Background: an optimization exercise with open tools, aiming at small area, a short achievable clock period and few clock cycles. Do not read the settings as production practice. RTL that was checked went through simulation tests only; none was proved equivalent to the original. For runs 1 and 4, only the layout was checked, not whether the RTL still works. Power figures rest on the tool's default switching activity, not on a simulated workload.

<file path="standard.sh">
#!/bin/bash
# synth_recipe.tcl (not shown) runs the flow's synth.tcl, then flattens the netlist and writes it again
# the make line also repeats each setting of config.mk as NAME=value (left out here)
make -C /OpenROAD-flow-scripts/flow DESIGN_CONFIG=/design/flow/config.mk WORK_HOME=/design/flow/orfs CLKGATE_MAP_FILE= SYNTH_SCRIPT=/design/flow/synth_recipe.tcl "${@:-finish}"
</file>
<file path="flow/run.sh">
#!/bin/bash
# Layout flow: the standard flow (standard.sh) with two changes to how the layout
# is made: ports are buffered with buf_2 cells instead of the resizer's default
# delay buffer, and the resizer's timing repair aims for more setup slack.
# The clock period and constraints are the standard flow's own (constraint.sdc).
set -euo pipefail
bash standard.sh \
  "BUFFER_PORTS_ARGS=-buffer_cell sky130_fd_sc_hd__buf_2" \
  SETUP_SLACK_MARGIN=13 \
  finish > flow_make.log 2>&1
</file>
<file path="constraint.sdc">
create_clock -name core_clock -period 17.5 [get_ports {clk}]
set_input_delay 3.5000 -clock core_clock [delete_from_list [all_inputs] [get_ports {clk}]]
set_output_delay 3.5000 -clock core_clock [all_outputs]
set_load 0.01 [all_outputs]
</file>
<file path="design.v">
module lemon_xfer (
    input  wire        clk,
    input  wire        rst,
    input  wire        start,
    input  wire [31:0] cfg_in_addr,
    input  wire [31:0] cfg_out_addr,
    input  wire [15:0] cfg_in_width,
    input  wire [15:0] cfg_out_width,
    input  wire [15:0] cfg_out_height,
    input  wire [2:0]  cfg_in_fmt,
    input  wire [2:0]  cfg_out_fmt,
    input  wire [1:0]  cfg_scaling,
    input  wire        cfg_flip,
    input  wire        cfg_in_linear,
    input  wire        cfg_dont_swizzle,
    output reg         busy,
    output reg         done,
    output reg         error,
    output reg         mem_req,
    output reg         mem_we,
    output reg  [31:0] mem_addr,
    output reg  [31:0] mem_wdata,
    output reg  [3:0]  mem_be,
    input  wire        mem_ack,
    input  wire [31:0] mem_rdata
);
    reg st1, st2, stp, stp2, stp3, run;
    reg [2:0]  ifmt, ofmt;
    reg [1:0]  scal;
    reg        slin, dswz, flip;
    reg [15:0] ow;
    reg [17:0] S, D;              
    reg [31:0] sp, sbase, dp, dbase;
    reg [15:0] xrem, yrem;        
    reg [2:0]  xlo;               
    reg [2:0]  ylo;               
    reg [2:0]  oylo;              
    reg [1:0]  k;                 
    reg        px;                
    reg        rdone;             
    reg [7:0]  r_step;
    reg        r_rowend, r_last, r_swrap;
    reg [7:0]  s_il, d_il;
    reg        s_wrap, d_wrap;
    reg        rd_on, wr_on;
    reg [31:0] rdat;
    reg        rv;
    reg        t_k0, t_lastb, t_px, t_gend, t_rowend, t_pair, t_last;
    reg [7:0]  t_dstep;
    reg [9:0]  acc_r, acc_g, acc_b, acc_a;
    reg        w_rowend, w_last, w_dwrap;
    reg [7:0]  w_dstep;
    wire hs  = scal[0] | scal[1];
    wire vs  = scal[1];
    wire stiled = !slin;
    wire dtiled = slin ^ dswz;
    wire dir = flip;                    
    wire bi2 = ifmt[2] | ifmt[1];       
    wire bi3 = (ifmt == 3'd1);
    wire bo2 = ofmt[2] | ofmt[1];
    wire bo3 = (ofmt == 3'd1);
    wire n1  = !hs;
    wire n4  = vs;
    wire dual = bi2 & n1 & bo2;
    wire [1:0] last_k = bi2 ? {1'b0, n4} : (n1 ? 2'd0 : n4 ? 2'd3 : 2'd1);
    wire [2:0] ystep = vs ? 3'd2 : 3'd1;
    function [7:0] mulb(input [5:0] v, input b2, input b3);
        mulb = b2 ? {1'b0, v, 1'b0} : b3 ? ({2'b0, v} + {1'b0, v, 1'b0}) : {v, 2'b0};
    endfunction
    function [5:0] ilv(input [2:0] j);
        ilv = {j[2], 1'b0, j[1], 1'b0, j[0], 1'b0};
    endfunction
    function [23:0] beat(input [1:0] kk, input pp, input [2:0] xl, input [15:0] xr,
                         input [15:0] yr);
        reg pair, lastb, gend, growend, rowend, last, run_end, gjmp;
        reg [2:0] xc, xg;
        reg [1:0] js;
        reg [5:0] ji, dj;
        reg [7:0] st, ds;
        begin
            pair    = bo2 & (xr != 16'd1);
            lastb   = (kk == last_k);
            gend    = dual | (pp == pair);
            growend = (xr == (pair ? 16'd2 : 16'd1));
            rowend  = lastb & gend & growend;
            last    = growend & (yr == 16'd1);
            xc      = xl + {2'd0, pp};
            js      = hs ? xc[1:0] : xc[2:1];
            case ({vs, js})
                3'b000, 3'b010: ji = 6'd2;
                3'b001:         ji = 6'd10;
                3'b011:         ji = 6'd42;
                3'b100, 3'b110: ji = 6'd0;
                3'b101:         ji = 6'd8;
                default:        ji = 6'd40;
            endcase
            run_end = stiled & lastb & (hs | dual | xc[0]);
            st = (bi2 ? ((n1 & !dual) ? 8'd2 : 8'd4) : bi3 ? 8'd3 : 8'd4)
               + (run_end ? mulb(ji, bi2, bi3) : 8'd0);
            xg   = xl + {2'd0, pair};
            gjmp = dtiled & xg[0];
            case (xg[2:1])
                2'd0, 2'd2: dj = 6'd2; 2'd1: dj = 6'd10; default: dj = 6'd42;
            endcase
            ds = (bo2 ? (pair ? 8'd4 : 8'd2) : bo3 ? 8'd3 : 8'd4)
               + (gjmp ? mulb(dj, bo2, bo3) : 8'd0);
            beat = {st, ds, (kk == 2'd0), lastb, gend, growend, pair, rowend, last & rowend, last};
        end
    endfunction
    wire [23:0] bc = beat(k, px, xlo, xrem, yrem);
    wire [23:0] b0 = beat(2'd0, 1'b0, 3'd0, ow, yrem);
    wire c_k0 = bc[7], c_lastb = bc[6], c_gend = bc[5], c_growend = bc[4], c_pair = bc[3];
    wire [7:0] c_dstep = bc[15:8];
    wire c_glast = bc[0];
    wire [1:0]  k_n    = c_lastb ? 2'd0 : k + 2'd1;
    wire        px_n   = c_lastb ? !c_gend : px;
    wire        grp_n  = c_lastb & c_gend;
    wire [15:0] xrem_n = !grp_n ? xrem : c_growend ? ow : xrem - (c_pair ? 16'd2 : 16'd1);
    wire [2:0]  xlo_n  = !grp_n ? xlo  : c_growend ? 3'd0 : xlo + (c_pair ? 3'd2 : 3'd1);
    wire [15:0] yrem_n = (grp_n & c_growend) ? yrem - 16'd1 : yrem;
    wire [23:0] bn = beat(k_n, px_n, xlo_n, xrem_n, yrem_n);
    wire        rdst  = mem_we | !run;
    wire [31:0] r_a   = rdst ? dbase : sbase;
    wire [20:0] r_big = rdst ? (dtiled ? {D, 3'd0} : {3'd0, D}) : (stiled ? {S, 3'd0} : {3'd0, S});
    wire        r_w   = rdst ? d_wrap : s_wrap;
    wire [20:0] r_x   = r_w ? r_big : {13'd0, rdst ? d_il : s_il};
    wire        r_neg = rdst & dir & !stp & !stp2;
    wire [31:0] r_b   = r_neg ? ~{11'd0, r_x} : {11'd0, r_x};
    wire [31:0] row_nx = r_a + r_b + {31'd0, r_neg};
    wire [31:0] ptr_nx = mem_addr + {24'd0, mem_we ? w_dstep : r_step};
    function [8:0] rowc(input [2:0] j, input b2, input b3, input tiled, input back);
        reg [5:0] v;
        begin
            v = back ? 6'd42 - ilv(j) : ilv(j);
            rowc = {!tiled | (back ? (j == 3'd7) : (j == 3'd0)), mulb(v, b2, b3)};
        end
    endfunction
    function [31:0] dec16(input [2:0] f, input [15:0] p);
        case (f)
            3'd2:    dec16 = {p[15:11], p[15:13], p[10:5], p[10:9], p[4:0], p[4:2], 8'hFF};
            3'd3:    dec16 = {p[15:11], p[15:13], p[10:6], p[10:8], p[5:1], p[5:3], {8{p[0]}}};
            default: dec16 = {p[15:12], p[15:12], p[11:8], p[11:8], p[7:4], p[7:4], p[3:0], p[3:0]};
        endcase
    endfunction
    wire [31:0] d_lo = dec16(ifmt, rdat[15:0]);
    wire [31:0] d_hi = dec16(ifmt, rdat[31:16]);
    wire [31:0] d_w  = ifmt[0] ? {rdat[23:0], 8'hFF} : rdat;
    wire [31:0] s0   = bi2 ? d_lo : d_w;
    wire        two  = bi2 & !n1;
    wire [31:0] h    = two ? d_hi : 32'd0;
    wire [9:0]  t_r = (t_k0 ? 10'd0 : acc_r) + s0[31:24] + h[31:24];
    wire [9:0]  t_g = (t_k0 ? 10'd0 : acc_g) + s0[23:16] + h[23:16];
    wire [9:0]  t_b = (t_k0 ? 10'd0 : acc_b) + s0[15:8]  + h[15:8];
    wire [9:0]  t_a = (t_k0 ? 10'd0 : acc_a) + s0[7:0]   + h[7:0];
    wire [7:0]  cr = n1 ? t_r[7:0] : n4 ? t_r[9:2] : t_r[8:1];
    wire [7:0]  cg = n1 ? t_g[7:0] : n4 ? t_g[9:2] : t_g[8:1];
    wire [7:0]  cb = n1 ? t_b[7:0] : n4 ? t_b[9:2] : t_b[8:1];
    wire [7:0]  ca = n1 ? t_a[7:0] : n4 ? t_a[9:2] : t_a[8:1];
    function [15:0] enc16(input [2:0] f, input [31:0] c);
        case (f)
            3'd2:    enc16 = {c[31:27], c[23:18], c[15:11]};
            3'd3:    enc16 = {c[31:27], c[23:19], c[15:11], c[7]};
            default: enc16 = {c[31:28], c[23:20], c[15:12], c[7:4]};
        endcase
    endfunction
    wire [31:0] cpix = {cr, cg, cb, ca};
    wire [15:0] e_lo = enc16(ofmt, cpix);
    wire [15:0] e_hi = enc16(ofmt, d_hi);
    wire [31:0] e_w  = ofmt[0] ? {8'd0, cr, cg, cb} : cpix;
    wire rd_ack = rd_on & mem_ack;
    wire wr_ack = wr_on & mem_ack;
    wire p_go   = rv & !(t_lastb & mem_we);             
    wire p_wfin = p_go & t_lastb & t_gend;              
    wire last_rd = rdone | (rd_ack & r_last);
    wire nx_we  = mem_we ? !mem_ack : p_wfin;
    wire nx_req = nx_we | (mem_we ? !rdone : !last_rd);
    wire fin    = wr_ack & w_last;
    wire bad = (scal == 2'd3) || (slin && scal != 2'd0) || (ifmt > 3'd4) || (ofmt > 3'd4);
    wire [15:0] m_in  = st2 ? ow : S[15:0];
    wire        m2    = st2 ? bo2 : bi2;
    wire        m3    = st2 ? bo3 : bi3;
    wire [17:0] m_out = m2 ? {1'b0, m_in, 1'b0} : m3 ? ({2'b0, m_in} + {1'b0, m_in, 1'b0}) : {m_in, 2'b0};
    wire [15:0] ohm1  = yrem - 16'd1;
    wire        empty = (ow == 16'd0) || (yrem == 16'd0);
    wire [8:0] s_rc0 = rowc(ystep, bi2, bi3, stiled, 1'b0);
    wire [8:0] s_rcn = rowc(ylo + ystep + ystep, bi2, bi3, stiled, 1'b0);
    wire [2:0] oy_n  = dir ? oylo - 3'd1 : oylo + 3'd1;
    wire [8:0] d_rcn = rowc(dir ? oy_n - 3'd1 : oy_n + 3'd1, bo2, bo3, dtiled, dir);
    wire [8:0] d_rc0 = rowc(3'd1, bo2, bo3, dtiled, 1'b0);
    wire [8:0] d_rcb = rowc(oylo - 3'd1, bo2, bo3, dtiled, 1'b1);
    wire       go_run = st2 & !flip & !empty | stp3;
    always @(posedge clk) begin
        if (rst) begin
            busy    <= 1'b0;
            done    <= 1'b0;
            error   <= 1'b0;
            mem_req <= 1'b0;
            mem_we  <= 1'b0;
            rd_on   <= 1'b0;
            wr_on   <= 1'b0;
            st1 <= 1'b0; st2 <= 1'b0; stp <= 1'b0; stp2 <= 1'b0; stp3 <= 1'b0; run <= 1'b0;
        end else if (!busy) begin
            done  <= 1'b0;
            error <= 1'b0;
            busy  <= start;
            st1   <= start;
        end else begin
            st1  <= 1'b0;
            st2  <= st1 & !bad;
            stp  <= st2 & flip & !empty | stp & (xrem != 16'd0);
            stp2 <= stp & (xrem == 16'd0);
            stp3 <= stp2;
            if (st1 & bad) begin
                busy  <= 1'b0;
                error <= 1'b1;
            end
            if (st2 & empty) begin
                busy <= 1'b0;
                done <= 1'b1;
            end
            if (go_run) begin
                run     <= 1'b1;
                mem_req <= 1'b1;
                rd_on   <= 1'b1;
            end
            if (run) begin
                mem_we  <= nx_we;
                mem_req <= nx_req & !fin;
                rd_on   <= !nx_we & nx_req & !fin;
                wr_on   <= nx_we & !fin;
                if (fin) begin
                    run  <= 1'b0;
                    busy <= 1'b0;
                    done <= 1'b1;
                end
            end
        end
    end
    always @(posedge clk) begin
        if (!busy) begin
            ifmt <= cfg_in_fmt;
            ofmt <= cfg_out_fmt;
            scal <= cfg_scaling;
            slin <= cfg_in_linear;
            dswz <= cfg_dont_swizzle;
            flip <= cfg_flip;
        end
        if (!busy)
            S <= {2'd0, cfg_in_width};
        else if (st1)
            S <= m_out;
        if (st2)
            D <= m_out;
        if (!busy)
            ow <= cfg_out_width;
        else if (st1)
            ow <= hs ? {1'b0, ow[15:1]} : ow;
    end
    always @(posedge clk) begin
        if (!busy)
            sp <= cfg_in_addr;
        else if (rd_ack)
            sp <= r_rowend ? row_nx : ptr_nx;
        if (!busy)
            sbase <= cfg_in_addr;
        else if (rd_ack & r_swrap)
            sbase <= row_nx;
        if (!busy)
            dp <= cfg_out_addr;
        else if (stp3 | wr_ack)
            dp <= (stp3 | w_rowend) ? row_nx : ptr_nx;
        if (!busy)
            dbase <= cfg_out_addr;
        else if (stp & (xrem != 16'd0) | stp2 | wr_ack & w_dwrap)
            dbase <= row_nx;
        if (st1)
            mem_addr <= sp;
        else if (mem_we ? wr_ack : (p_wfin | rd_ack))
            mem_addr <= mem_we ? sp : p_wfin ? dp : r_rowend ? row_nx : ptr_nx;
    end
    always @(posedge clk) begin
        if (st1) begin
            yrem  <= vs ? {1'b0, yrem[15:1]} : yrem;
            xlo   <= 3'd0;
            ylo   <= 3'd0;
            k     <= 2'd0;
            px    <= 1'b0;
            rdone <= 1'b0;
            {s_wrap, s_il} <= s_rc0;
        end else if (!busy) begin
            yrem <= cfg_out_height;
        end
        if (st2)
            xrem <= !flip ? ow : dtiled ? {3'd0, ohm1[15:3]} : ohm1;
        else if (stp)
            xrem <= xrem - 16'd1;
        else if (stp3)
            xrem <= ow;
        else if (rd_ack)
            xrem <= xrem_n;
        if (go_run) begin
            r_step   <= b0[23:16];
            r_rowend <= b0[2];
            r_last   <= b0[1];
            r_swrap  <= b0[2] & s_wrap;
        end else if (rd_ack) begin
            k    <= k_n;
            px   <= px_n;
            xlo  <= xlo_n;
            yrem <= yrem_n;
            r_step   <= bn[23:16];
            r_rowend <= bn[2];
            r_last   <= bn[1];
            r_swrap  <= bn[2] & (r_rowend ? s_rcn[8] : s_wrap);
            if (r_rowend) begin
                ylo <= ylo + ystep;
                {s_wrap, s_il} <= s_rcn;
            end
            if (r_last) rdone <= 1'b1;
        end
        if (!mem_we) begin
            rdat     <= mem_rdata;
            t_k0     <= c_k0;
            t_lastb  <= c_lastb;
            t_px     <= px;
            t_gend   <= c_gend;
            t_rowend <= c_growend;
            t_pair   <= c_pair;
            t_last   <= c_glast;
            t_dstep  <= c_dstep;
        end
        if (st1)
            rv <= 1'b0;
        else
            rv <= rd_ack | (rv & !p_go);
    end
    always @(posedge clk) begin
        if (p_go) begin
            acc_r <= t_r; acc_g <= t_g; acc_b <= t_b; acc_a <= t_a;
            if (t_lastb) begin
                if (bo2) begin
                    if (dual)
                        mem_wdata <= {e_hi, e_lo};
                    else if (t_px)
                        mem_wdata[31:16] <= e_lo;
                    else
                        mem_wdata[15:0] <= e_lo;
                end else begin
                    mem_wdata <= e_w;
                end
            end
        end
        if (p_wfin) begin
            w_rowend <= t_rowend;
            w_last   <= t_last;
            w_dstep  <= t_dstep;
            mem_be   <= bo2 ? (t_pair ? 4'b1111 : 4'b0011) : bo3 ? 4'b0111 : 4'b1111;
        end
    end
    always @(posedge clk) begin
        if (st1) begin
            oylo <= 3'd0;
            {d_wrap, d_il} <= d_rc0;
        end else if (st2 & flip | stp & (xrem != 16'd0)) begin
            d_wrap <= 1'b1;
        end else if (stp) begin
            d_wrap <= 1'b0;
            d_il   <= dtiled ? mulb(6'd42, bo2, bo3) : 8'd0;
        end else if (stp2) begin
            oylo   <= ohm1[2:0];
            d_wrap <= 1'b0;
            d_il   <= dtiled ? mulb(6'd42 - ilv(ohm1[2:0]), bo2, bo3) : 8'd0;
        end else if (stp3) begin
            {d_wrap, d_il} <= d_rcb;
        end else if (wr_ack & w_rowend) begin
            oylo <= oy_n;
            {d_wrap, d_il} <= d_rcn;
        end
        if (p_wfin)
            w_dwrap <= t_rowend & d_wrap;
        else if (wr_ack & w_rowend)
            w_dwrap <= 1'b0;
    end
endmodule
</file>
<file path="config.mk">
export PLATFORM = sky130hd
export DESIGN_NAME = lemon_xfer
export DESIGN_NICKNAME = lemon_xfer
export VERILOG_FILES = /design/flow/design.v
export SDC_FILE = /design/flow/constraint.sdc
export NUM_CORES = 4
export LEC_CHECK = 0
export CAP_MARGIN = 20
export CORE_MARGIN = 2
export CORE_UTILIZATION = 40
export SLEW_MARGIN = 20
</file>
==> metrics.log, run 1 <==
INFO  metric yosys-mux-area-fraction = under 10%
INFO  metric hold_fails_final_rpt = 0
INFO  metric place.port_buffers = 229
INFO  metric gp_congestion = 0.945
INFO  metric placement.setup.worst_slack = 11,330 ps
INFO  metric area_used_by_multi_input_combinational_logic = 0.0189 mm2
INFO  metric cap_violations = 0
INFO  metric final-seq-area = about 0.013 mm2
INFO  metric core_area = 0.0793 mm2
INFO  metric wl = 119,000 um
INFO  metric postCtsHoldBufs = 0
INFO  metric timing.final.crit_period = 4820 ps
INFO  metric post-route-drc-count = 0
INFO  metric drtIter0Drc = 3,270
INFO  metric worst_ir_drop_vdd = 84.3 uV
INFO  metric power.switching_fraction = 38.2%
INFO  metric clock-sinks = 442
INFO  metric outcome = finished clean
INFO  metric async_flop_share = 0%
INFO  metric number_of_antenna_violations_at_the_first_check_in_global_routing = 3
INFO  metric internal_power = 2.76 mW
INFO  metric leakagePower = between 15 and 20 nW
INFO  metric max-slew-margin-rel = around 25%
INFO  metric synthesized_area_fraction_occupied_by_xor_and_xnor_cells = 4.88%
INFO  metric synth-edff-count = just under 400
INFO  metric worst-path-max-fanout = 4
INFO  metric io_pins = 232
INFO  metric worst_setup_path_class = reg -> out
INFO  metric finalPower = 4.47 mW
INFO  metric max-clock-path-buffers = 3
INFO  metric timing_worst_slew_pin_value = between 1000 and 1500 ps
INFO  metric critical_path.top_delay_family = flip-flops
INFO  metric critical_path_buf_inv_count = 1
INFO  metric dominant_combinational_cell_family_by_area_after_synthesis = compound AO/OA/AOI/OAI gates
INFO  metric grtUsageTotal = 27.3%
INFO  metric synth_seq_cells = 442
INFO  metric switching_power = between 1.5 and 2 mW
INFO  metric floorplan.rows = just over 100
INFO  metric grt.overflow.total = 0
INFO  metric vias = 29,500
INFO  metric synthesized_area_divided_by_synthesized_cell_count = 8.98 um2
INFO  metric synthSimpleGateAreaFrac = 17.0%
INFO  metric fmax = 207 MHz
INFO  metric wl_per_cell = 24.2 um
INFO  metric finish.net_count = 4,161
INFO  metric num-fill-cells = 7,377
INFO  metric sequentialPowerShare = 32.3%
INFO  metric detailedPlacementHpwl = 80,300 um
INFO  metric cts.htree.levels = 2
INFO  metric yosysSeqAreaShare = 39.7%
INFO  metric power-per-cell-area = 114 mW/mm2
INFO  metric first_global_vias = 27,200
INFO  metric rsz0062_at_grt = yes
INFO  metric die-area = 0.0825 mm2
INFO  metric worst-path-stages = 1
INFO  metric min_delay_path_class = reg -> reg
INFO  metric clockPowerShare = 25.9%
INFO  metric cts_inserted_buffers = between 50 and 60
INFO  metric synthCells = about 3,600
INFO  metric final-setup-viol-count = 0
INFO  metric grt_max_degree = just under 90
INFO  metric chip_width = 287 um
INFO  metric power_frac_comb = 41.8%
INFO  metric min_path_cells = 0
INFO  metric share_of_synthesized_cell_area_in_full_adder_half_adder_and_majority_cells = 7.35%
INFO  metric summed_negative_setup_slack_over_all_endpoints = 0 ps
INFO  metric crit_chain = buf_2
INFO  metric final_max_slew_viol_count = 0
INFO  metric synth_area = around 0.032 mm2
INFO  metric critPathRequiredTime = 14,000 ps
INFO  metric grt_first_pass_wirelength = 172,000 um
INFO  metric reg2regPathDepth = 20
INFO  metric die-height = 287 um
INFO  metric yosysUniqueCellTypes = 94
INFO  metric worst_slack = 12,680 ps
INFO  metric clk_root_buffer_cell = clkbuf_16
INFO  metric floorplan.initialDensity = between 40% and 50%
INFO  metric worst_setup_path_start_kind = register
INFO  metric category_of_the_worst_setup_path_capture_point = primary output
INFO  metric final.period_utilization = 27.6%
INFO  metric synth_compound_area_share = 19.2%
INFO  metric cts_tree = built
INFO  metric slowest_stage = edfxtp_1
INFO  metric ys_dominant_reg_cell = edfxtp_1
INFO  metric first_pass_iters = 6
INFO  metric syn2layout_area_growth = 21.7%
INFO  metric finalClockSkew = 15.5 ps
INFO  metric detail_route.vias_per_cell = 5.97
INFO  metric arrival = roughly 1300 ps
INFO  metric final_core_util = between 40% and 50%
INFO  metric worst_skew_pair.late_latency = 620 ps
INFO  metric drtAntennaViolNets = 0
INFO  metric clkTransAtPathRegs = 60 ps
INFO  metric synth.yosys.warnings = 1
INFO  metric drive_gt1_share = a little over a fifth
INFO  metric max_stage_delay = 510 ps
worst paths after layout:
| check | startpoint | end | slack [ps] |
|---|---|---|---|
| worst max register to register | ifmt[1] | mem_wdata[3] | 12790 |
| worst min-delay path | t_dstep[6] | w_dstep[6] | 420 |
| worst max-delay path | mem_addr[10] | mem_addr[10] | 12680 |
| worst min register to register | t_dstep[6] | w_dstep[6] | 420 |
metal layers:
layer	up-vias	wire length [um]	global-route usage (%)
met2	1564	54000	43.3
met1	14200	49700	37.9
li1	13500	-	-
met5	-	0	0
met3	250	11400	4.44
met4	0	4340	9.10
sequential cells by signal, summed over array words and instances, names as in the netlist, 7 cells and up:
register / cells
rdat: 32
r_step: 8
dp: 32
dbase: 32
t_dstep: 8
w_dstep: 8
acc_r: 10
s_il: 8
D: 18
sp: 32
xrem: 16
ow: 16
yrem: 16
mem_wdata: 32
S: 18
d_il: 7
acc_g: 10
mem_addr: 32
acc_a: 10
acc_b: 10
sbase: 32
layout by cell type (no fill, tap or decap), types with 67 or more instances in the layout:
cell type,netlist,routed
mux2_2,70,67
edfxtp_1,388,388
mux2i_1,123,117
inv_1,198,192
buf_2,8,216
nand2_1,522,515
o21ai_0,253,221
a21oi_1,241,214
ha_1,115,105
xnor2_1,125,112
nand3_1,76,72
buf_4,3,173
nor2_1,256,243
power by group through the flow:
stage | sequential (mW) | combinational (mW) | clock (mW)
floorplan | 1.41 | 1.12 | 0
finish | 1.44 | 1.87 | 1.16
global route | 1.45 | 2.01 | 1.21
CTS | 1.44 | 1.67 | 1.17
global placement | 1.47 | 1.54 | 0
detailed placement | 1.47 | 1.55 | 0
synth_stat cells, types with 26 or more instances:
cell / count / share of area (%)
xnor2_1: 125 / 3.4
nand2_1: 522 / 6.1
ha_1: 115 / 4.5
mux2i_1: 123 / 3.8
and3_1: 26 / 0.51
nor2_1: 256 / 3.0
a21oi_1: 241 / 3.8
o21ai_0: 253 / 3.9
dfxtp_1: 54 / 3.4
edfxtp_1: 388 / 36
inv_1: 198 / 2.3
clkbuf_1: 186 / 2.2
nand3_1: 76 / 1.2
a31oi_1: 37 / 0.72
nor2b_1: 51 / 0.99
xor2_1: 54 / 1.5
fa_1: 46 / 2.9
buf_1: 38 / 0.44
a21o_1: 43 / 1.0
o22ai_1: 28 / 0.55
mux2_2: 70 / 2.5
o211ai_1: 40 / 0.94
nor3_1: 63 / 0.98
a211oi_1: 68 / 1.6
nand2b_1: 51 / 0.99
cell families after synthesis:
group,after synthesis
muxes,196
xor gates and xnor gates,179
DFF,442
AOI/OAI and AO/OA,961
buffers and inverters,443
and+or+nand+nor,1189
other,2
adders and majority gates,161
through the flow:
stage / hold WS (ps) / cells / area (um2)
global placement: 401 / 4668 / 34200
floorplan: 400 / 3574 / 32300
CTS: 427 / 4855 / 37500
global route: 426 / 4936 / 39000
finish: 421 / 4939 / 39000
detailed placement: 407 / 4668 / 34200
final cells by class:
type / count / share of cell area (%)
sequential: 442 / 32.7
clock inverter: 29 / 0.750
antenna: 3 / 0.0192
tap: 1050 / 3.36
multi-input combinational: 2693 / 48.5
inverter: 203 / 1.98
clock buffer: 71 / 3.84
timing repair buffer: 448 / 8.86
what timing repair did:
action | CTS | global route
cloned | 12 | 9
resized for setup | 145 | 187
buffers inserted | 75 | 72
setup endpoints to repair | 285 | 257
endpoints found under the hold margin | 0 | 0
pin swaps | 33 | 70
==> run 2, diff against run 1 <==
--- a/design.v
+++ b/design.v
@@ -115,7 +115,8 @@
     wire [1:0]  k_n    = c_lastb ? 2'd0 : k + 2'd1;
     wire        px_n   = c_lastb ? !c_gend : px;
     wire        grp_n  = c_lastb & c_gend;
-    wire [15:0] xrem_n = !grp_n ? xrem : c_growend ? ow : xrem - (c_pair ? 16'd2 : 16'd1);
+    wire [15:0] xrem_d = xrem - (stp ? (dtiled ? 16'd8 : 16'd1) : (c_pair ? 16'd2 : 16'd1));
+    wire [15:0] xrem_n = !grp_n ? xrem : c_growend ? ow : xrem_d;
     wire [2:0]  xlo_n  = !grp_n ? xlo  : c_growend ? 3'd0 : xlo + (c_pair ? 3'd2 : 3'd1);
     wire [15:0] yrem_n = (grp_n & c_growend) ? yrem - 16'd1 : yrem;
     wire [23:0] bn = beat(k_n, px_n, xlo_n, xrem_n, yrem_n);
@@ -180,7 +181,8 @@
     wire        m2    = st2 ? bo2 : bi2;
     wire        m3    = st2 ? bo3 : bi3;
     wire [17:0] m_out = m2 ? {1'b0, m_in, 1'b0} : m3 ? ({2'b0, m_in} + {1'b0, m_in, 1'b0}) : {m_in, 2'b0};
-    wire [15:0] ohm1  = yrem - 16'd1;
+    wire [2:0]  ohm1  = yrem[2:0] - 3'd1;
+    wire        pre_more = dtiled ? (xrem[15:4] != 12'd0 || xrem[3] && xrem[2:0] != 3'd0) : (xrem[15:1] != 15'd0);
     wire        empty = (ow == 16'd0) || (yrem == 16'd0);
     wire [8:0] s_rc0 = rowc(ystep, bi2, bi3, stiled, 1'b0);
     wire [8:0] s_rcn = rowc(ylo + ystep + ystep, bi2, bi3, stiled, 1'b0);
@@ -207,8 +209,8 @@
         end else begin
             st1  <= 1'b0;
             st2  <= st1 & !bad;
-            stp  <= st2 & flip & !empty | stp & (xrem != 16'd0);
-            stp2 <= stp & (xrem == 16'd0);
+            stp  <= st2 & flip & !empty | stp & pre_more;
+            stp2 <= stp & !pre_more;
             stp3 <= stp2;
             if (st1 & bad) begin
                 busy  <= 1'b0;
@@ -252,9 +254,7 @@
         if (st2)
             D <= m_out;
         if (!busy)
-            ow <= cfg_out_width;
-        else if (st1)
-            ow <= hs ? {1'b0, ow[15:1]} : ow;
+            ow <= (cfg_scaling == 2'd1 || cfg_scaling == 2'd2) ? {1'b0, cfg_out_width[15:1]} : cfg_out_width;
     end
     always @(posedge clk) begin
         if (!busy)
@@ -271,7 +271,7 @@
             dp <= (stp3 | w_rowend) ? row_nx : ptr_nx;
         if (!busy)
             dbase <= cfg_out_addr;
-        else if (stp & (xrem != 16'd0) | stp2 | wr_ack & w_dwrap)
+        else if (stp & pre_more | stp2 | wr_ack & w_dwrap)
             dbase <= row_nx;
         if (st1)
             mem_addr <= sp;
@@ -280,7 +280,6 @@
     end
     always @(posedge clk) begin
         if (st1) begin
-            yrem  <= vs ? {1'b0, yrem[15:1]} : yrem;
             xlo   <= 3'd0;
             ylo   <= 3'd0;
             k     <= 2'd0;
@@ -288,12 +287,12 @@
             rdone <= 1'b0;
             {s_wrap, s_il} <= s_rc0;
         end else if (!busy) begin
-            yrem <= cfg_out_height;
+            yrem <= (cfg_scaling == 2'd2) ? {1'b0, cfg_out_height[15:1]} : cfg_out_height;
         end
         if (st2)
-            xrem <= !flip ? ow : dtiled ? {3'd0, ohm1[15:3]} : ohm1;
+            xrem <= flip ? yrem : ow;
         else if (stp)
-            xrem <= xrem - 16'd1;
+            xrem <= xrem_d;
         else if (stp3)
             xrem <= ow;
         else if (rd_ack)
@@ -361,15 +360,15 @@
         if (st1) begin
             oylo <= 3'd0;
             {d_wrap, d_il} <= d_rc0;
-        end else if (st2 & flip | stp & (xrem != 16'd0)) begin
+        end else if (st2 & flip | stp & pre_more) begin
             d_wrap <= 1'b1;
         end else if (stp) begin
             d_wrap <= 1'b0;
             d_il   <= dtiled ? mulb(6'd42, bo2, bo3) : 8'd0;
         end else if (stp2) begin
-            oylo   <= ohm1[2:0];
+            oylo   <= ohm1;
             d_wrap <= 1'b0;
-            d_il   <= dtiled ? mulb(6'd42 - ilv(ohm1[2:0]), bo2, bo3) : 8'd0;
+            d_il   <= dtiled ? mulb(6'd42 - ilv(ohm1), bo2, bo3) : 8'd0;
         end else if (stp3) begin
             {d_wrap, d_il} <= d_rcb;
         end else if (wr_ack & w_rowend) begin
--- a/flow/run.sh
+++ b/flow/run.sh
@@ -6,5 +6,5 @@
 set -euo pipefail
 bash standard.sh \
   "BUFFER_PORTS_ARGS=-buffer_cell sky130_fd_sc_hd__buf_2" \
-  SETUP_SLACK_MARGIN=13 \
+  SETUP_SLACK_MARGIN=12.5 \
   finish > flow_make.log 2>&1
--- a/config.mk
+++ b/config.mk
@@ -7,5 +7,5 @@
 export LEC_CHECK = 0
 export CAP_MARGIN = 20
 export CORE_MARGIN = 2
-export CORE_UTILIZATION = 40
+export CORE_UTILIZATION = 60
 export SLEW_MARGIN = 20
==> run 2 against run 1 <==
  * Largest cell class unchanged
  * Total power down 9.0%
  * Still clean
  * Die area decreased by 36%
  * Worst hold slack is essentially flat
  * Cell area shrank 10%
  * Via count shrank 4.7%
==> metrics.log, run 2 <==
INFO  metric internal_power = 2.51 mW (was 2.76 mW)
INFO  metric final-setup-viol-count = 0 (unchanged)
INFO  metric crit_chain = buf_12 -> and3b_1 -> a21oi_2 -> buf_6 -> mux4_2 -> xnor2_4 -> ha_4 -> and3_1 -> a2111oi_4 -> o31a_1 -> o21a_1 -> o31ai_1 -> o41ai_2 -> buf_4 -> mux2i_1 -> o2111ai_2 -> mux2i_1 -> a21oi_1 (was buf_2)
INFO  metric cts_inserted_buffers = 50 (was 53)
INFO  metric max-slew-margin-rel = 30.9% (was 25.4%)
INFO  metric maxUsedRoutingLayer = met4 (unchanged)
INFO  metric num-fill-cells = 3,944 (was 7,377)
INFO  metric worstReg2RegStart = mem_we (was ifmt[1])
INFO  metric vias = 28,100 (was 29,500)
INFO  metric chip_width = 230 um (was 287 um)
INFO  metric wl = 107,000 um (was 119,000 um)
INFO  metric worst-path-stages = 18 (was 1)
INFO  metric arrival = 5250 ps (was 1320 ps)
INFO  metric layout.cells.most_common = nand2_1 (unchanged)
INFO  metric clock-sinks = 442 (unchanged)
INFO  metric postCtsHoldBufs = 0 (unchanged)
INFO  metric cts_tree = built (unchanged)
INFO  metric finalClockSkew = 20.6 ps (was 15.5 ps)
INFO  metric worst-r2r-setup-slack = 12,590 ps (was 12,790 ps)
INFO  metric floorplan.initialDensity = 60.9% (was 40.5%)
INFO  metric power_frac_comb = 38.8% (was 41.8%)
INFO  metric worst_setup_path_start_kind = register (unchanged)
INFO  metric outcome = finished clean (unchanged)
INFO  metric io_pins = 232 (unchanged)
INFO  metric slowest_stage = a2111oi_4 (was edfxtp_1)
INFO  metric number_of_antenna_violations_at_the_first_check_in_global_routing = 1 (was 3)
INFO  metric worst_setup_path_class = reg -> reg (was reg -> out)
INFO  metric synth_area = 0.0307 mm2 (was 0.0321 mm2)
INFO  metric first_pass_iters = 8 (was 6)
INFO  metric synthCells = 3,374 (was 3,573)
INFO  metric post-route-drc-count = 0 (unchanged)
INFO  metric wl_per_cell = 25.1 um (was 24.2 um)
INFO  metric detail_route.vias_per_cell = 6.59 (was 5.97)
INFO  metric critical_path.top_delay_family = compound AO/OA/AOI/OAI gates (was flip-flops)
INFO  metric met1Wirelength = 39,600 um (was 49,700 um)
INFO  metric summed_negative_setup_slack_over_all_endpoints = 0 ps (unchanged)
INFO  metric final.period_utilization = 28.1% (was 27.6%)
INFO  metric crit_top_cell = mux2i_1
INFO  metric post_layout_nonfiller_instances = 4,267 (was 4,939)
INFO  metric gp_congestion = 0.981 (was 0.945)
INFO  metric cap_violations = 0 (unchanged)
INFO  metric drtIter0Drc = 3,437 (was 3,270)
INFO  metric core_area = 0.0504 mm2 (was 0.0793 mm2)
INFO  metric critical_path_buf_inv_count = 3 (was 1)
INFO  metric switching_power = 1.55 mW (was 1.71 mW)
INFO  metric die-area = 0.0530 mm2 (was 0.0825 mm2)
INFO  metric clockPowerShare = 25.9% (about the same)
INFO  metric hold_fails_final_rpt = 0 (unchanged)
INFO  metric endpoint = mem_addr[30] (was mem_addr[10])
INFO  metric post_synth_main_area_contributors = edfxtp_1 (38%), nand2_1 (5.7%), ha_1 (4.7%), a21oi_1 (4.2%), o21ai_0 (3.9%) (was edfxtp_1 (36%), nand2_1 (6.1%), ha_1 (4.5%), o21ai_0 (3.9%), mux2i_1 (3.8%))
INFO  metric reg2reg_to = mem_addr[30] (was mem_wdata[3])
INFO  metric worst_ir_drop_vdd = 82.6 uV (was 84.3 uV)
INFO  metric critPathRequiredTime = 17,840 ps (was 14,000 ps)
INFO  metric synth-edff-count = 388 (unchanged)
INFO  metric syn2layout_area_growth = 14.3% (was 21.7%)
INFO  metric die-height = 230 um (was 287 um)
INFO  metric reg2regPathDepth = 18 (was 20)
INFO  metric max_stage_delay = 410 ps (was 510 ps)
INFO  metric yosysSeqAreaShare = 41.5% (was 39.7%)
INFO  metric yosys-top-cells-count = nand2_1 (466), edfxtp_1 (388), nor2_1 (283) (was nand2_1 (522), edfxtp_1 (388), nor2_1 (256))
INFO  metric ys_dominant_reg_cell = edfxtp_1 (unchanged)
INFO  metric placed_cells_incl_taps = 4,121 (was 4,668)
INFO  metric grt_first_pass_wirelength = 159,000 um (was 172,000 um)
INFO  metric worst-path-max-fanout = 22 (was 4)
INFO  metric synthesized_area_divided_by_synthesized_cell_count = 9.10 um2 (was 8.98 um2)
INFO  metric min_delay_path_class = reg -> reg (unchanged)
INFO  metric yosysUniqueCellTypes = 82 (was 94)
INFO  metric fmax = 204 MHz (was 207 MHz)
INFO  metric power.switching_fraction = 38.2% (about the same)
INFO  metric place.port_buffers = 229 (unchanged)
INFO  metric synth.yosys.warnings = 1 (unchanged)
INFO  metric final_max_slew_viol_count = 0 (unchanged)
INFO  metric detailedPlacementHpwl = 74,800 um (was 80,300 um)
INFO  metric grt_max_degree = 113 (was 87)
INFO  metric category_of_the_worst_setup_path_capture_point = register (was primary output)
INFO  metric timing_worst_slew_pin_value = 1040 ps (was 1110 ps)
INFO  metric commonest_cells_after_routing_fill_and_taps_aside = nand2_1 (463), edfxtp_1 (388), nor2_1 (277) (was nand2_1 (515), edfxtp_1 (388), nor2_1 (243))
INFO  metric first_global_vias = 27,100 (was 27,200)
INFO  metric max-clock-path-buffers = 3 (unchanged)
INFO  metric final_core_util = 69.7% (was 49.3%)
INFO  metric wl_met2 = 49,300 um (was 54,000 um)
INFO  metric yosys.area.top_type = edfxtp_1 (unchanged)
INFO  metric grt.overflow.total = 0 (unchanged)
INFO  metric hold_slack = 421 ps (about the same)
INFO  metric sequentialPowerShare = 35.3% (was 32.3%)
INFO  metric grtUsageTotal = 39.1% (was 27.3%)
INFO  metric drive_gt1_share = 17.1% (was 22.0%)
INFO  metric timing.final.crit_period = 4910 ps (was 4820 ps)
INFO  metric crit_path_start = mem_we (was mem_addr[10])
INFO  metric finish.net_count = 3,872 (was 4,161)
INFO  metric wl_met3 = 10,700 um (was 11,400 um)
INFO  metric cts.htree.levels = 2 (unchanged)
INFO  metric power-per-cell-area = 116 mW/mm2 (was 114 mW/mm2)
INFO  metric leakagePower = 14.1 nW (was 15.5 nW)
INFO  metric clk_root_buffer_cell = clkbuf_16 (unchanged)
INFO  metric floorplan.rows = 82 (was 103)
INFO  metric finalPower = 4.07 mW (was 4.47 mW)
INFO  metric top_area_cell_type_share_of_the_netlist_area = 38.0% (was 36.3%)
INFO  metric drtAntennaViolNets = 0 (unchanged)
INFO  metric synth_most_common_cell = nand2_1 (unchanged)
INFO  metric synth_seq_cells = 442 (unchanged)
INFO  metric async_flop_share = 0% (unchanged)
INFO  metric rsz0062_at_grt = yes (unchanged)
INFO  metric worst_skew_pair.late_latency = 620 ps (about the same)
INFO  metric clkTransAtPathRegs = 70 ps (was 60 ps)
[run 2: timing repair]
item	4_1_cts	5_1_grt
resized for setup	56	86
endpoints found under the setup margin	88	86
buffers inserted	16	28
pin swaps	8	29
cloned	0	8
[run 2: logic make-up (layout without fill, tap and decap cells)]
logic type | after synthesis | after routing | share of synthesized area, %
other | 2 | 5 | 0.0245
buffers and inverters | 398 | 616 | 4.90
muxes | 170 | 170 | 6.11
xor gates and xnor gates | 155 | 155 | 4.42
DFF | 442 | 442 | 41.5
adders and majority gates | 160 | 160 | 7.62
and+or+nand+nor | 1150 | 1150 | 17.1
AOI/OAI and AO/OA | 897 | 897 | 18.3
[run 2: metal layers]
metal  track usage [%]  up-vias
li1                  -    12500
met1              49.4    13300
met2              63.4     1838
met3              7.07      431
met4              21.9        0
met5                 0        -
[run 2: power by group through the flow]
stage | combinational (mW) | sequential [mW] | clock [mW]
global placement | 1.40 | 1.45 | 0
floorplan | 1.02 | 1.40 | 0
detailed placement | 1.44 | 1.45 | 0
finish | 1.58 | 1.44 | 1.05
global route | 1.70 | 1.44 | 1.09
CTS | 1.47 | 1.43 | 1.06
[run 2: worst register-to-register path, cell delays in order (launching register included)]
cell	delay, ps
dfxtp_1	380
buf_12	200
and3b_1	270
a21oi_2	220
buf_6	200
mux4_2	400
xnor2_4	230
ha_4	240
and3_1	240
a2111oi_4	410
o31a_1	320
o21a_1	220
o31ai_1	120
o41ai_2	290
buf_4	180
mux2i_1	220
o2111ai_2	180
mux2i_1	220
a21oi_1	90
[run 2: worst min path at each step]
stage / startpoint / to / slack, ps / depth (start not counted)
after floorplan: t_dstep[0] / w_dstep[0] / 400 / 0
after global placement: t_dstep[4] / w_dstep[4] / 400 / 0
after detailed placement: t_dstep[2] / w_dstep[2] / 410 / 0
after CTS: t_dstep[2] / w_dstep[2] / 420 / 0
after global routing: t_last / w_last / 440 / 0
final: t_dstep[2] / w_dstep[2] / 420 / 0
[run 2: area by class of cell]
cell class | count | area, um2 | share of cell area [%]
tap | 672 | 841 | 2.40
clock inverter | 29 | 279 | 0.795
clock buffer | 63 | 1310 | 3.73
timing repair buffer | 336 | 2200 | 6.28
multi-input combinational | 2535 | 17000 | 48.4
inverter | 188 | 717 | 2.04
antenna | 2 | 5.00 | 0.0143
sequential | 442 | 12700 | 36.3
[run 2: through the flow]
stage          instance area (um2)  setup WS (ps)
2_1_floorplan                30700          12490
3_3_place_gp                 32300          11720
3_5_place_dp                 32300          11600
4_1_cts                      34300          12470
5_1_grt                      35100          12400
6_report                     35100          12590
Testbench counts of run 2, summed over its fixed seeds: cycles 105,671.
==> run 3, diff against run 2 <==
--- a/config.mk
+++ b/config.mk
@@ -7,5 +7,5 @@
 export LEC_CHECK = 0
 export CAP_MARGIN = 20
 export CORE_MARGIN = 2
-export CORE_UTILIZATION = 60
+export CORE_UTILIZATION = 40
 export SLEW_MARGIN = 20
==> run 3 against run 2 <==
  * Critical endpoint is now r_last
  * Largest cell class unchanged
  * Cell count is 8.4% higher
  * Routed wire length is 2.1% higher
  * Still clean on timing, DRC and antenna
  * Critical path depth is 2 lower
  * Sequential share of layout area is 0.52 points lower
==> metrics.log, run 3 <==
INFO  metric synth-edff-count = 388 (unchanged)
INFO  metric grtUsageMet3 = 4.32% (was 7.07%)
INFO  metric critPathRequiredTime = 17,940 ps (was 17,840 ps)
INFO  metric arrival = 5360 ps (was 5250 ps)
INFO  metric detail_route.vias_per_cell = 5.87 (was 6.59)
INFO  metric timing.final.crit_period = 4920 ps (was 4910 ps)
INFO  metric grtUsageTotal = 26.6% (was 39.1%)
INFO  metric synth_area = 0.0307 mm2 (unchanged)
INFO  metric slowest_stage = or4_4 (was a2111oi_4)
INFO  metric max_stage_delay = 610 ps (was 410 ps)
INFO  metric number_of_antenna_violations_at_the_first_check_in_global_routing = 3 (was 1)
INFO  metric yosysUniqueCellTypes = 82 (unchanged)
INFO  metric finish.net_count = 3,873 (was 3,872)
INFO  metric hold_start = t_dstep[4] (was t_dstep[2])
INFO  metric timing_worst_slew_pin_value = 1140 ps (was 1040 ps)
INFO  metric worst_skew_pair.late_latency = 610 ps (was 620 ps)
INFO  metric clk_root_buffer_cell = clkbuf_16 (unchanged)
INFO  metric floorplan.initialDensity = 40.4% (was 60.9%)
INFO  metric grt_max_degree = 174 (was 113)
INFO  metric leakagePower = 14.2 nW (was 14.1 nW)
INFO  metric clkTransAtPathRegs = 60 ps (was 70 ps)
INFO  metric floorplan.rows = 101 (was 82)
INFO  metric hold_slack = 417 ps (was 421 ps)
INFO  metric synthCells = 3,374 (unchanged)
INFO  metric final-seq-area = 0.0127 mm2 (about the same)
INFO  metric top_area_cell_type_share_of_the_netlist_area = 38.0% (unchanged)
INFO  metric area_used_by_multi_input_combinational_logic = 0.0169 mm2 (was 0.0170 mm2)
INFO  metric drtAntennaViolNets = 0 (unchanged)
INFO  metric worst_setup_path_start_kind = register (unchanged)
INFO  metric cap_violations = 0 (unchanged)
INFO  metric fin_area = 0.0356 mm2 (was 0.0351 mm2)
INFO  metric max-clock-path-buffers = 3 (unchanged)
INFO  metric wl = 110,000 um (was 107,000 um)
INFO  metric max-slew-margin-rel = 23.0% (was 30.9%)
INFO  metric final.period_utilization = 28.1% (about the same)
INFO  metric min_delay_path_class = reg -> reg (unchanged)
INFO  metric rsz0062_at_grt = yes (unchanged)
INFO  metric grt_first_pass_wirelength = 158,000 um (was 159,000 um)
INFO  metric crit_chain = or3_4 -> or4_4 -> o21ai_4 -> or2_2 -> and2_1 -> ha_1 -> inv_1 -> fa_2 -> o21a_2 -> or2_2 -> or4_1 -> o22ai_1 -> a21oi_1 -> nor4_2 -> o2111ai_2 -> o32ai_2 (was buf_12 -> and3b_1 -> a21oi_2 -> buf_6 -> mux4_2 -> xnor2_4 -> ha_4 -> and3_1 -> a2111oi_4 -> o31a_1 -> o21a_1 -> o31ai_1 -> o41ai_2 -> buf_4 -> mux2i_1 -> o2111ai_2 -> mux2i_1 -> a21oi_1)
INFO  metric synth_seq_cells = 442 (unchanged)
INFO  metric worst_ir_drop_vdd = 73.4 uV (was 82.6 uV)
INFO  metric chip_width = 281 um (was 230 um)
INFO  metric first_pass_iters = 8 (unchanged)
INFO  metric timing.hold.worst_endpoint = w_dstep[4] (was w_dstep[2])
INFO  metric die-area = 0.0790 mm2 (was 0.0530 mm2)
INFO  metric worstReg2RegStart = xrem[5] (was mem_we)
INFO  metric final_max_slew_viol_count = 0 (unchanged)
INFO  metric outcome = finished clean (unchanged)
INFO  metric min_path_cells = 0 (unchanged)
INFO  metric drive_gt1_share = 17.1% (about the same)
INFO  metric finalClockSkew = 16.6 ps (was 20.6 ps)
INFO  metric synthesized_area_divided_by_synthesized_cell_count = 9.10 um2 (unchanged)
INFO  metric summed_negative_setup_slack_over_all_endpoints = 0 ps (unchanged)
INFO  metric drtIter0Drc = 3,154 (was 3,437)
INFO  metric vias = 27,100 (was 28,100)
INFO  metric post_synth_main_area_contributors = edfxtp_1 (38%), nand2_1 (5.7%), ha_1 (4.7%), a21oi_1 (4.2%), o21ai_0 (3.9%) (unchanged)
INFO  metric yosys.area.top_type = edfxtp_1 (unchanged)
INFO  metric yosys-top-cells-count = nand2_1 (466), edfxtp_1 (388), nor2_1 (283) (unchanged)
INFO  metric num-fill-cells = 7,282 (was 3,944)
INFO  metric clock-sinks = 442 (unchanged)
INFO  metric synth_most_common_cell = nand2_1 (unchanged)
INFO  metric power-per-cell-area = 115 mW/mm2 (was 116 mW/mm2)
INFO  metric reg2regPathDepth = 16 (was 18)
INFO  metric synth.yosys.warnings = 1 (unchanged)
INFO  metric grt.met1_usage = 35.9% (was 49.4%)
INFO  metric io_pins = 232 (unchanged)
INFO  metric cts.htree.levels = 2 (unchanged)
INFO  metric post-route-drc-count = 0 (unchanged)
INFO  metric met2_usage = 42.4% (was 63.4%)
INFO  metric yosysSeqAreaShare = 41.5% (unchanged)
INFO  metric busiest_layer = met2 (unchanged)
INFO  metric gp_congestion = 0.958 (was 0.981)
INFO  metric final-setup-viol-count = 0 (unchanged)
INFO  metric worst-path-max-fanout = 7 (was 22)
INFO  metric worst_setup_path_class = reg -> reg (unchanged)
INFO  metric die-height = 281 um (was 230 um)
INFO  metric category_of_the_worst_setup_path_capture_point = register (unchanged)
INFO  metric fmax = 203 MHz (was 204 MHz)
INFO  metric core_area = 0.0759 mm2 (was 0.0504 mm2)
INFO  metric hold_fails_final_rpt = 0 (unchanged)
INFO  metric place.port_buffers = 229 (unchanged)
INFO  metric critical_path.top_delay_family = simple AND/OR/NAND/NOR gates (was compound AO/OA/AOI/OAI gates)
INFO  metric wl_per_cell = 23.7 um (was 25.1 um)
INFO  metric worst-r2r-setup-slack = 12,580 ps (was 12,590 ps)
INFO  metric ys_dominant_reg_cell = edfxtp_1 (unchanged)
INFO  metric first_global_vias = 25,100 (was 27,100)
INFO  metric syn2layout_area_growth = 16.0% (was 14.3%)
INFO  metric grt.overflow.total = 0 (unchanged)
INFO  metric final_core_util = 46.9% (was 69.7%)
INFO  metric detailedPlacementHpwl = 77,200 um (was 74,800 um)
INFO  metric reg2reg_to = r_last (was mem_addr[30])
INFO  metric cts_tree = built (unchanged)
INFO  metric cts_inserted_buffers = 51 (was 50)
INFO  metric crit_top_cell = or2_2 (was mux2i_1)
INFO  metric async_flop_share = 0% (unchanged)
INFO  metric layout.cells.most_common = nand2_1 (unchanged)
INFO  metric commonest_cells_after_routing_fill_and_taps_aside = nand2_1 (462), edfxtp_1 (388), nor2_1 (271) (was nand2_1 (463), edfxtp_1 (388), nor2_1 (277))
INFO  metric placed_area = 0.0328 mm2 (was 0.0323 mm2)
INFO  metric critical_path_buf_inv_count = 1 (was 3)
run 3: changes by cell type in the layout (fill, tap and decap cells not counted), moves of 5 or more:
| cell | delta |
|---|---|
| nor2_1 | -6 |
| nor2_2 | +7 |
| clkbuf_16 | +5 |
| buf_4 | -6 |
| o21ai_1 | +6 |
| o21ai_0 | -5 |
| clkinv_2 | +6 |
run 3: worst max path at each step:
stage / cells after the start / slack (ps) / from / endpoint
detailed placement: 16 / 11770 / xrem[5] / r_last
global route: 16 / 12430 / xrem[10] / r_last
CTS: 19 / 12480 / ifmt[0] / mem_wdata[18]
global placement: 16 / 11740 / scal[1] / r_step[4]
floorplan: 18 / 12490 / xrem[4] / r_last
finish: 16 / 12580 / xrem[5] / r_last
run 3: area by class of cell:
| type | instances | area share, % |
|---|---|---|
| multi-input combinational | 2537 | 47.6 |
| clock inverter | 21 | 0.646 |
| inverter | 188 | 2.02 |
| antenna | 1 | 0.00703 |
| sequential | 442 | 35.8 |
| clock buffer | 72 | 4.04 |
| timing repair buffer | 334 | 6.33 |
| tap | 1030 | 3.62 |
run 3: power by group:
group / switching, mW / internal (mW)
registers: 0.0964 / 1.34
clock network: 0.455 / 0.643
logic: 0.997 / 0.577
total: 1.55 / 2.56
run 3: cell families after synthesis:
logic type,count (synthesis),share of synthesized area (%)
other,2,0.0245
multiplexers,170,6.11
adder cells (fa/ha/maj),160,7.62
buffers and inverters,398,4.90
XOR/XNOR,155,4.42
flip-flops,442,41.5
AO/OA/AOI/OAI,897,18.3
AND/OR/NAND/NOR,1150,17.1
run 3: layer usage:
| metal | up-vias | part of all wire (%) |
|---|---|---|
| met5 | - | 0.024 |
| met4 | 4 | 4.2 |
| met3 | 226 | 8.1 |
| met2 | 1285 | 45 |
| met1 | 13100 | 42 |
| li1 | 12500 | - |
run 3: metrics by stage:
step | worst slack (ps) | cells | power (mW)
CTS | 12480 | 4586 | 4.03
floorplan | 12490 | 3375 | 2.43
global placement | 11740 | 4473 | 2.90
global route | 12430 | 4624 | 4.30
detailed placement | 11770 | 4473 | 2.91
finish | 12580 | 4625 | 4.10
run 3: repair_timing:
| action | CTS | global route |
|---|---|---|
| setup buffers | 18 | 26 |
| gates resized for setup | 61 | 80 |
| hold buffers | 0 | 0 |
| endpoints found under the setup margin | 90 | 106 |
| pin swaps | 10 | 19 |
| cloned | 2 | 12 |
==> run 4, diff against run 3 <==
--- a/design.v
+++ b/design.v
@@ -70,20 +70,20 @@
     function [5:0] ilv(input [2:0] j);
         ilv = {j[2], 1'b0, j[1], 1'b0, j[0], 1'b0};
     endfunction
-    function [23:0] beat(input [1:0] kk, input pp, input [2:0] xl, input [15:0] xr,
-                         input [15:0] yr);
+    function [23:0] beat(input [1:0] kk, input pp, input [2:0] xl, input e1, input e2,
+                         input y1);
         reg pair, lastb, gend, growend, rowend, last, run_end, gjmp;
         reg [2:0] xc, xg;
         reg [1:0] js;
         reg [5:0] ji, dj;
         reg [7:0] st, ds;
         begin
-            pair    = bo2 & (xr != 16'd1);
+            pair    = bo2 & !e1;
             lastb   = (kk == last_k);
             gend    = dual | (pp == pair);
-            growend = (xr == (pair ? 16'd2 : 16'd1));
+            growend = pair ? e2 : e1;
             rowend  = lastb & gend & growend;
-            last    = growend & (yr == 16'd1);
+            last    = growend & y1;
             xc      = xl + {2'd0, pp};
             js      = hs ? xc[1:0] : xc[2:1];
             case ({vs, js})
@@ -107,22 +107,29 @@
             beat = {st, ds, (kk == 2'd0), lastb, gend, growend, pair, rowend, last & rowend, last};
         end
     endfunction
-    wire [23:0] bc = beat(k, px, xlo, xrem, yrem);
-    wire [23:0] b0 = beat(2'd0, 1'b0, 3'd0, ow, yrem);
+    wire x_1 = (xrem == 16'd1), x_2 = (xrem == 16'd2), x_3 = (xrem == 16'd3), x_4 = (xrem == 16'd4);
+    wire o_1 = (ow == 16'd1), o_2 = (ow == 16'd2);
+    wire y_1 = (yrem == 16'd1), y_2 = (yrem == 16'd2);
+    wire [23:0] bc = beat(k, px, xlo, x_1, x_2, y_1);
+    wire [23:0] b0 = beat(2'd0, 1'b0, 3'd0, o_1, o_2, y_1);
     wire c_k0 = bc[7], c_lastb = bc[6], c_gend = bc[5], c_growend = bc[4], c_pair = bc[3];
     wire [7:0] c_dstep = bc[15:8];
     wire c_glast = bc[0];
     wire [1:0]  k_n    = c_lastb ? 2'd0 : k + 2'd1;
     wire        px_n   = c_lastb ? !c_gend : px;
     wire        grp_n  = c_lastb & c_gend;
-    wire [15:0] xrem_d = xrem - (stp ? (dtiled ? 16'd8 : 16'd1) : (c_pair ? 16'd2 : 16'd1));
+    wire        x_gt8 = (xrem[15:4] != 12'd0) || xrem[3] && (xrem[2:0] != 3'd0);
+    wire [15:0] xrem_d = xrem - (stp ? (x_gt8 ? 16'd8 : 16'd1) : (c_pair ? 16'd2 : 16'd1));
     wire [15:0] xrem_n = !grp_n ? xrem : c_growend ? ow : xrem_d;
     wire [2:0]  xlo_n  = !grp_n ? xlo  : c_growend ? 3'd0 : xlo + (c_pair ? 3'd2 : 3'd1);
     wire [15:0] yrem_n = (grp_n & c_growend) ? yrem - 16'd1 : yrem;
-    wire [23:0] bn = beat(k_n, px_n, xlo_n, xrem_n, yrem_n);
+    wire e1_n = !grp_n ? x_1 : c_growend ? o_1 : (c_pair ? x_3 : x_2);
+    wire e2_n = !grp_n ? x_2 : c_growend ? o_2 : (c_pair ? x_4 : x_3);
+    wire y1_n = (grp_n & c_growend) ? y_2 : y_1;
+    wire [23:0] bn = beat(k_n, px_n, xlo_n, e1_n, e2_n, y1_n);
     wire        rdst  = mem_we | !run;
     wire [31:0] r_a   = rdst ? dbase : sbase;
-    wire [20:0] r_big = rdst ? (dtiled ? {D, 3'd0} : {3'd0, D}) : (stiled ? {S, 3'd0} : {3'd0, S});
+    wire [20:0] r_big = rdst ? ((dtiled | stp & x_gt8) ? {D, 3'd0} : {3'd0, D}) : (stiled ? {S, 3'd0} : {3'd0, S});
     wire        r_w   = rdst ? d_wrap : s_wrap;
     wire [20:0] r_x   = r_w ? r_big : {13'd0, rdst ? d_il : s_il};
     wire        r_neg = rdst & dir & !stp & !stp2;
@@ -182,7 +189,7 @@
     wire        m3    = st2 ? bo3 : bi3;
     wire [17:0] m_out = m2 ? {1'b0, m_in, 1'b0} : m3 ? ({2'b0, m_in} + {1'b0, m_in, 1'b0}) : {m_in, 2'b0};
     wire [2:0]  ohm1  = yrem[2:0] - 3'd1;
-    wire        pre_more = dtiled ? (xrem[15:4] != 12'd0 || xrem[3] && xrem[2:0] != 3'd0) : (xrem[15:1] != 15'd0);
+    wire        pre_more = x_gt8 | !dtiled & (xrem[15:1] != 15'd0);
     wire        empty = (ow == 16'd0) || (yrem == 16'd0);
     wire [8:0] s_rc0 = rowc(ystep, bi2, bi3, stiled, 1'b0);
     wire [8:0] s_rcn = rowc(ylo + ystep + ystep, bi2, bi3, stiled, 1'b0);
--- a/flow/run.sh
+++ b/flow/run.sh
@@ -6,5 +6,5 @@
 set -euo pipefail
 bash standard.sh \
   "BUFFER_PORTS_ARGS=-buffer_cell sky130_fd_sc_hd__buf_2" \
-  SETUP_SLACK_MARGIN=12.5 \
+  SETUP_SLACK_MARGIN=13 \
   finish > flow_make.log 2>&1
==> run 4 against run 3 <==
  * Cell count is 3.6% higher
  * Routed wire length is 5.2% higher
  * Clock skew is 19 ps higher
  * Sequential power hardly changed
  * Non-clock buffer count is 150 higher
  * Highest routed layer unchanged
==> metrics.log, run 4 <==
INFO  metric outcome = finished clean (unchanged)
INFO  metric post-route-drc-count = 0 (unchanged)
INFO  metric drtIter0Drc = 2,895 (was 3,154)
INFO  metric crit_chain = or4_4 -> nand4b_4 -> or2_4 -> a21o_4 -> buf_4 -> mux2i_1 -> a211oi_2 -> xnor2_2 -> ha_2 -> a21oi_1 -> o22ai_1 -> o31a_1 -> a211o_1 -> a221o_1 -> nand2_1 -> a31oi_1 -> xnor2_1 -> mux2i_1 -> mux2_2 (was or3_4 -> or4_4 -> o21ai_4 -> or2_2 -> and2_1 -> ha_1 -> inv_1 -> fa_2 -> o21a_2 -> or2_2 -> or4_1 -> o22ai_1 -> a21oi_1 -> nor4_2 -> o2111ai_2 -> o32ai_2)
INFO  metric vias = 28,200 (was 27,100)
INFO  metric final.period_utilization = 29.6% (was 28.1%)
INFO  metric drive_gt1_share = 27.7% (was 17.1%)
INFO  metric max_stage_delay = 560 ps (was 610 ps)
INFO  metric synth_seq_cells = 442 (unchanged)
INFO  metric syn2layout_area_growth = 26.7% (was 16.0%)
INFO  metric cts_inserted_buffers = 52 (was 51)
INFO  metric reg2regPathDepth = 19 (was 16)
INFO  metric synth-edff-count = 404 (was 388)
INFO  metric cts_tree = built (unchanged)
INFO  metric num-fill-cells = 7,020 (was 7,282)
INFO  metric number_of_antenna_violations_at_the_first_check_in_global_routing = 5 (was 3)
INFO  metric worst_setup_path_start_kind = register (unchanged)
INFO  metric max-slew-margin-rel = 23.2% (was 23.0%)
INFO  metric final_max_slew_viol_count = 0 (unchanged)
INFO  metric crit_top_cell = mux2i_1 (was or2_2)
INFO  metric first_global_vias = 26,400 (was 25,100)
INFO  metric core_area = 0.0761 mm2 (was 0.0759 mm2)
INFO  metric postCtsHoldBufs = 0 (unchanged)
INFO  metric min_path_cells = 0 (unchanged)
INFO  metric first_pass_iters = 8 (unchanged)
INFO  metric final-seq-area = 0.0129 mm2 (was 0.0127 mm2)
INFO  metric gp_congestion = 0.935 (was 0.958)
INFO  metric yosysSeqAreaShare = 41.9% (was 41.5%)
INFO  metric floorplan.initialDensity = 40.4% (about the same)
INFO  metric yosys-top-cells-count = nand2_1 (451), edfxtp_1 (404), a21oi_1 (290) (was nand2_1 (466), edfxtp_1 (388), nor2_1 (283))
INFO  metric finalPower = 4.58 mW (was 4.10 mW)
INFO  metric wl_per_cell = 24.1 um (was 23.7 um)
INFO  metric floorplan.rows = 101 (unchanged)
INFO  metric io_pins = 232 (unchanged)
INFO  metric category_of_the_worst_setup_path_capture_point = register (unchanged)
INFO  metric grtUsageTotal = 28.3% (was 26.6%)
INFO  metric drtAntennaViolNets = 0 (unchanged)
INFO  metric synthCells = 3,368 (was 3,374)
INFO  metric rsz0062_at_grt = yes (unchanged)
INFO  metric grt.overflow.total = 0 (unchanged)
INFO  metric timing_worst_slew_pin_value = 1150 ps (was 1140 ps)
INFO  metric critPathRequiredTime = 17,880 ps (was 17,940 ps)
INFO  metric cap_violations = 0 (unchanged)
INFO  metric synth_most_common_cell = nand2_1 (unchanged)
INFO  metric finalClockSkew = 36.0 ps (was 16.6 ps)
INFO  metric power-per-cell-area = 117 mW/mm2 (was 115 mW/mm2)
INFO  metric worst_slack = 12,330 ps (was 12,580 ps)
INFO  metric summed_negative_setup_slack_over_all_endpoints = 0 ps (unchanged)
INFO  metric async_flop_share = 0% (unchanged)
INFO  metric hold_fails_final_rpt = 0 (unchanged)
INFO  metric synth.yosys.warnings = 1 (unchanged)
INFO  metric slowest_stage = or4_4 (unchanged)
INFO  metric synthesized_area_divided_by_synthesized_cell_count = 9.13 um2 (was 9.10 um2)
INFO  metric finish.net_count = 4,040 (was 3,873)
INFO  metric grt_first_pass_wirelength = 169,000 um (was 158,000 um)
INFO  metric min_delay_path_class = reg -> reg (unchanged)
INFO  metric critical_path.top_delay_family = compound AO/OA/AOI/OAI gates (was simple AND/OR/NAND/NOR gates)
INFO  metric worstReg2RegStart = xrem[9] (was xrem[5])
INFO  metric crit_path_start = xrem[9] (was xrem[5])
INFO  metric placement.setup.worst_slack = 11,730 ps (was 11,770 ps)
INFO  metric post_layout_nonfiller_instances = 4,791 (was 4,625)
INFO  metric reg2reg_to = dp[30] (was r_last)
INFO  metric worst_ir_drop_vdd = 83.2 uV (was 73.4 uV)
INFO  metric worst_setup_path_class = reg -> reg (unchanged)
INFO  metric detailedPlacementHpwl = 77,900 um (was 77,200 um)
INFO  metric wl = 115,000 um (was 110,000 um)
INFO  metric critical_path_buf_inv_count = 1 (unchanged)
INFO  metric placed_cells_incl_taps = 4,480 (was 4,473)
INFO  metric leakagePower = 15.6 nW (was 14.2 nW)
INFO  metric max-clock-path-buffers = 3 (unchanged)
INFO  metric die-area = 0.0791 mm2 (was 0.0790 mm2)
INFO  metric timing.final.crit_period = 5170 ps (was 4920 ps)
INFO  metric die-height = 281 um (about the same)
INFO  metric clkTransAtPathRegs = 70 ps (was 60 ps)
INFO  metric ys_dominant_reg_cell = edfxtp_1 (unchanged)
INFO  metric worst-r2r-setup-slack = 12,330 ps (was 12,580 ps)
INFO  metric commonest_cells_after_routing_fill_and_taps_aside = nand2_1 (425), edfxtp_1 (404), nor2_1 (256) (was nand2_1 (462), edfxtp_1 (388), nor2_1 (271))
INFO  metric fmax = 193 MHz (was 203 MHz)
INFO  metric worst_skew_pair.late_latency = 630 ps (was 610 ps)
INFO  metric yosysUniqueCellTypes = 91 (was 82)
INFO  metric layout.cells.most_common = nand2_1 (unchanged)
INFO  metric top_area_cell_type_share_of_the_netlist_area = 39.4% (was 38.0%)
INFO  metric place.port_buffers = 229 (unchanged)
INFO  metric post_synth_main_area_contributors = edfxtp_1 (39%), nand2_1 (5.5%), a21oi_1 (4.7%), ha_1 (4.7%), o21ai_0 (4.4%) (was edfxtp_1 (38%), nand2_1 (5.7%), ha_1 (4.7%), a21oi_1 (4.2%), o21ai_0 (3.9%))
INFO  metric cts.htree.levels = 2 (unchanged)
INFO  metric yosys.area.top_type = edfxtp_1 (unchanged)
INFO  metric chip_width = 281 um (about the same)
INFO  metric worst-path-max-fanout = 5 (was 7)
INFO  metric detail_route.vias_per_cell = 5.88 (was 5.87)
INFO  metric synth_area = 0.0308 mm2 (was 0.0307 mm2)
INFO  metric clock-sinks = 442 (unchanged)
INFO  metric grt_max_degree = 91 (was 174)
INFO  metric arrival = 5550 ps (was 5360 ps)
INFO  metric clk_root_buffer_cell = clkbuf_16 (unchanged)
INFO  metric area_used_by_multi_input_combinational_logic = 0.0187 mm2 (was 0.0169 mm2)
INFO  metric final-setup-viol-count = 0 (unchanged)
INFO  metric endpoint = dp[30] (was r_last)
INFO  metric worst-path-stages = 19 (was 16)
[run 4: cell count changes after synthesis, moves of 16 or more]
cell,previous run,this run
a311oi_1,23,7
edfxtp_1,388,404
o21ai_0,237,271
dfxtp_1,54,38
clkbuf_1,178,160
mux2i_1,85,103
a21oi_1,255,290
[run 4: logic make-up after synthesis]
family	Yosys count	share of synthesized area [%]
and+or+nand+nor	1100	16.2
adders and majority gates	162	7.71
xor gates and xnor gates	142	4.07
AOI/OAI and AO/OA	951	19.0
other	2	0.0244
muxes	183	6.29
DFF	442	41.9
buffers and inverters	386	4.81
[run 4: stage by stage]
step           area, um2  hold slack, ps  util (%)
5_1_grt            39000             428      51.2
3_3_place_gp       33100             402      43.5
4_1_cts            37400             421      49.1
2_1_floorplan      31200             400         -
3_5_place_dp       33100             407      43.5
6_report           39000             421      51.2
[run 4: area by class of cell]
| type | count | share of cell area (%) |
|---|---|---|
| Antenna cell | 2 | 0.0128 |
| Clock buffer | 70 | 3.86 |
| Clock inverter | 24 | 0.527 |
| Inverter | 193 | 1.89 |
| Multi-Input combinational cell | 2546 | 47.9 |
| Sequential cell | 442 | 33.1 |
| Tap cell | 1030 | 3.31 |
| Timing Repair Buffer | 484 | 9.34 |
[run 4: worst register-to-register path, cell delays in order (launching register included)]
cell,delay [ps]
edfxtp_1,390
or4_4,560
nand4b_4,190
or2_4,290
a21o_4,250
buf_4,150
mux2i_1,120
a211oi_2,260
xnor2_2,180
ha_2,330
a21oi_1,250
o22ai_1,160
o31a_1,250
a211o_1,280
a221o_1,450
nand2_1,100
a31oi_1,90
xnor2_1,270
mux2i_1,110
mux2_2,280
[run 4: layer usage]
layer	vias to the layer above	wire length, um	track usage, %
li1	12900	-	-
met1	13700	48200	38.7
met4	2	5470	12.5
met5	-	10	0
met3	251	9830	4.74
met2	1335	51700	44.1
[run 4: worst min-delay path by stage]
stage / startpoint / end / slack [ps]
global placement: t_dstep[5] / w_dstep[5] / 400
detailed placement: t_dstep[3] / w_dstep[3] / 410
finish: t_dstep[0] / w_dstep[0] / 420
floorplan: t_dstep[0] / w_dstep[0] / 400
CTS: t_dstep[1] / w_dstep[1] / 420
global route: t_dstep[1] / w_dstep[1] / 430
[run 4: timing repair]
item / CTS / global route
endpoints found under the setup margin: 312 / 338
pin swaps: 123 / 146
gates cloned: 12 / 0
buffers inserted: 129 / 73
gates resized for setup: 347 / 247
[run 4: power breakdown]
part	switching [mW]	internal [mW]
Combinational	1.16	0.873
Sequential	0.0874	1.34
Clock	0.470	0.644

what the ideal ports hide:
The flow's constraints put no driver on any port. The routed layouts listed below were extracted and timed again, unchanged, in two steps.
Step 1 sets driving cells, clkbuf_16 on the clock port and buf_2 on the other inputs (assumed; they add their load-dependent delay and slew).
Step 2 also shifts input and output timing later by t, the mid clock arrival at the registers, as if the neighbouring blocks saw the same clock.
Three values: ideal, step 1, step 2; two values: the first two.
run	t, ns	slack for setup (ns)	latest minus earliest clock arrival (ns)	worst slew at a driven data input, ns
run 1	0.681	12.675 / 12.608 / 12.300	0.018 / 0.018	0.14
run 2	0.673	12.586 / 12.524 / 12.092	0.022 / 0.021	0.07
run 3	0.673	12.580 / 12.580 / 11.962	0.017 / 0.016	0.11
run 4	0.676	12.326 / 12.326 / 12.326	0.036 / 0.036	0.13
After both steps setup and hold are still met in every run listed. For run 3, which loses most, drivers alone change the setup slack by 0.000 ns; drivers and shift together by -0.618 ns.
